This is an optimization exercise on Yosys and OpenROAD, whose aim is small area, a short achievable clock period and few clock cycles, not a production implementation.
No activity file was given, so power comes from the tool's default toggle rates.

## run 1
// bgfc_rx
module bgfc_rx (
    input  wire        clk,
    input  wire        rst,
    input  wire        unknown_fatal,
    input  wire        rx_valid,
    input  wire [7:0]  rx_data,
    output wire        rx_ready,
    input  wire        reg_valid,
    input  wire        reg_unreg,
    input  wire [1:0]  reg_dir,
    input  wire [7:0]  reg_class,
    input  wire [7:0]  reg_cmd,
    input  wire [7:0]  reg_tag,
    output reg         reg_done,
    output reg         reg_err,
    output reg         fld_valid,
    output reg  [3:0]  fld_index,
    output reg  [3:0]  fld_type,
    output reg         fld_elem,
    output reg  [47:0] fld_data,
    output reg         done_valid,
    output wire [3:0]  done_status,
    output wire        done_event,
    output wire [7:0]  done_class,
    output wire [7:0]  done_cmd,
    output wire [10:0] done_len,
    output reg         done_handled,
    output reg  [7:0]  done_tag,
    output wire [10:0] done_cur,
    output wire [3:0]  done_fidx,
    output reg  [8:0]  done_need,
    output wire        halted
);
For scale: about 1,900 cells after synthesis, roughly 500 flip-flops, about 170 I/O pins, ~19,000 sq um of cells after synthesis.
make LEC_CHECK=0 CAP_MARGIN=20 CORE_MARGIN=2 CORE_UTILIZATION=40 CTS_CLUSTER_DIAMETER=60 CTS_CLUSTER_SIZE=25 SETUP_SLACK_MARGIN=4.2 SLEW_MARGIN=20 finish   # period 7.0 ns
run.sh (not shown) runs the stock make flow with config.mk's settings and CLKGATE_MAP_FILE= SYNTH_SCRIPT=/design/flow/synth_recipe.tcl, a recipe that flattens the netlist after the stock synthesis.
Run 1 | status: complete | timing, DRC, antenna: pass
Inputs modified between run 1 and run 2:
- a change of SETUP_SLACK_MARGIN from 4.2 to 5.0
### Flow results
Of run 2 and run 1, the run reporting the lower number of search-and-repair iterations in the first detailed-routing pass was run 2.
Re internal cell power: run 2 and run 1 aren't equal, and the higher value belongs to run 2.
Run 1 → run 2: design area +about 15%, final-layout fill cell count went down, sequential share of cell area moved down, setup slack moved up, layout overhead on the synthesized area grew by 18 points.
Looking at placer congestion estimate, run 2 sits 6.1% above run 1.
Per the final summary, run 2 finished and its layout is clean on timing, DRC and antenna.
### run 2 -> run 3
- CTS_CLUSTER_DIAMETER: 60 -> 55
- SETUP_SLACK_MARGIN: 5.0 -> 4.5
- CTS_CLUSTER_SIZE: 25 -> 35
Notes after the runs:
- Final clock skew on run 3 is behind run 2.
- Diff run 2..run 3 | initial core utilization | negligible
- On relative contribution of the clock network to total power: between run 3 and run 2, it ends up lower for run 2.
- In the flow results for run 3 and run 2, the average wire length per cell after detail routing is smaller on run 3.
- Run 2 completed end to end with timing, DRC and antenna clean.
- Run 3 finished end to end and its layout was clean on timing, DRC and antenna.
For run 4, these inputs were changed with respect to run 3:
- a change of CTS_CLUSTER_SIZE from 35 to 25
- a change of CTS_CLUSTER_DIAMETER from 55 to 60
==> flow/flow/run.sh (new file) <==
#!/bin/bash
# The standard layout, with every port buffered by the smallest buffer
# cell (buffer_ports otherwise picks a 10 um2 delay buffer); the resizer then
# upsizes the port buffers on critical paths as usual.
set -euo pipefail
export BUFFER_PORTS_ARGS="-buffer_cell sky130_fd_sc_hd__buf_1"
bash standard.sh > standard.log 2>&1
==> flow/standard.sh (new file) <==
#!/bin/bash
# synth_recipe.tcl (not shown) runs the flow's synth.tcl, then flattens the netlist and writes it again
# the make line also repeats each setting of config.mk as NAME=value (left out here)
make -C /OpenROAD-flow-scripts/flow DESIGN_CONFIG=/design/flow/config.mk WORK_HOME=/design/flow/orfs CLKGATE_MAP_FILE= SYNTH_SCRIPT=/design/flow/synth_recipe.tcl "${@:-finish}"
removed: flow/run.sh
[summary]
- Setup slack, run 4 and run 3: smaller value in run 4
- Compared to run 3, the router laid down less metal wire for run 4.
- Taking run 3 as the reference, in run 4 global routing usage on met3 down 0.59 points; final area -1.3%.
- The higher post-placement worst setup slack came out of run 3.
- The number of clock buffer instances in the layout number comes out lower for run 4 vs run 3.
- Going from run 3 to run 4, half-perimeter wire length after detailed placement -about 0.4%, power neither gained nor lost much.
Edits applied to the flow inputs when going from run 4 to run 5:
==> flow/run.sh (new file) <==
#!/bin/bash
# synth_recipe.tcl (not shown) runs the flow's synth.tcl, then flattens the netlist and writes it again
# the make line also repeats each setting of config.mk as NAME=value (left out here)
make -C /OpenROAD-flow-scripts/flow DESIGN_CONFIG=/design/flow/config.mk WORK_HOME=/design/flow/orfs CLKGATE_MAP_FILE= SYNTH_SCRIPT=/design/flow/synth_recipe.tcl finish
removed: flow/flow/run.sh
removed: flow/standard.sh
==> comparison <==
Relative to run 4, proportion of total power due to net switching has decreased by 0.28 points in run 5.
Between run 5 and run 4, the multiplexer area fraction after synthesis does not differ in any meaningful way.
Comparing run 4 with run 5, the leakage power figure came out essentially unchanged.
No functional check of the RTL was part of any run of this note.

static timing again, ports no longer ideal:
In the flow no input, the clock included, has a driving cell. The finished layouts below were timed again as built, in two steps. Step 1: set_driving_cell puts a clkbuf_16 on clk and a buf_2 on each other input, an assumption about the parent block. Step 2 adds t to the input delays and takes it off the output delays; t is the mean of the earliest and latest rising clock arrival at the registers after step 1. Input paths then give back, and output paths get back, about the clock's delay inside the block. Three values: no drivers, after step 1, after step 2; two values: the first two.
run | t, ns | setup slack, ns | clock arrival spread, ns | slew at the worst register clock pin (ns) | worst slew at a driven data input, ns
run 1 | 0.626 | 4.285 / 4.231 / 3.947 | 0.060 / 0.060 | 0.10 / 0.10 | 0.08
run 2 | 0.641 | 4.476 / 4.420 / 4.404 | 0.044 / 0.043 | 0.09 / 0.09 | 0.08
run 3 | 0.627 | 4.471 / 4.417 / 4.041 | 0.058 / 0.058 | 0.11 / 0.11 | 0.08
run 4 | 0.635 | 4.448 / 4.389 / 4.213 | 0.052 / 0.051 | 0.10 / 0.10 | 0.08
run 5 | 0.615 | 4.469 / 4.414 / 4.038 | 0.052 / 0.051 | 0.09 / 0.09 | 0.09
After both steps setup and hold are still met in every run listed. For run 5, which loses most, drivers alone change the setup slack by -0.055 ns; drivers and shift together by -0.431 ns.
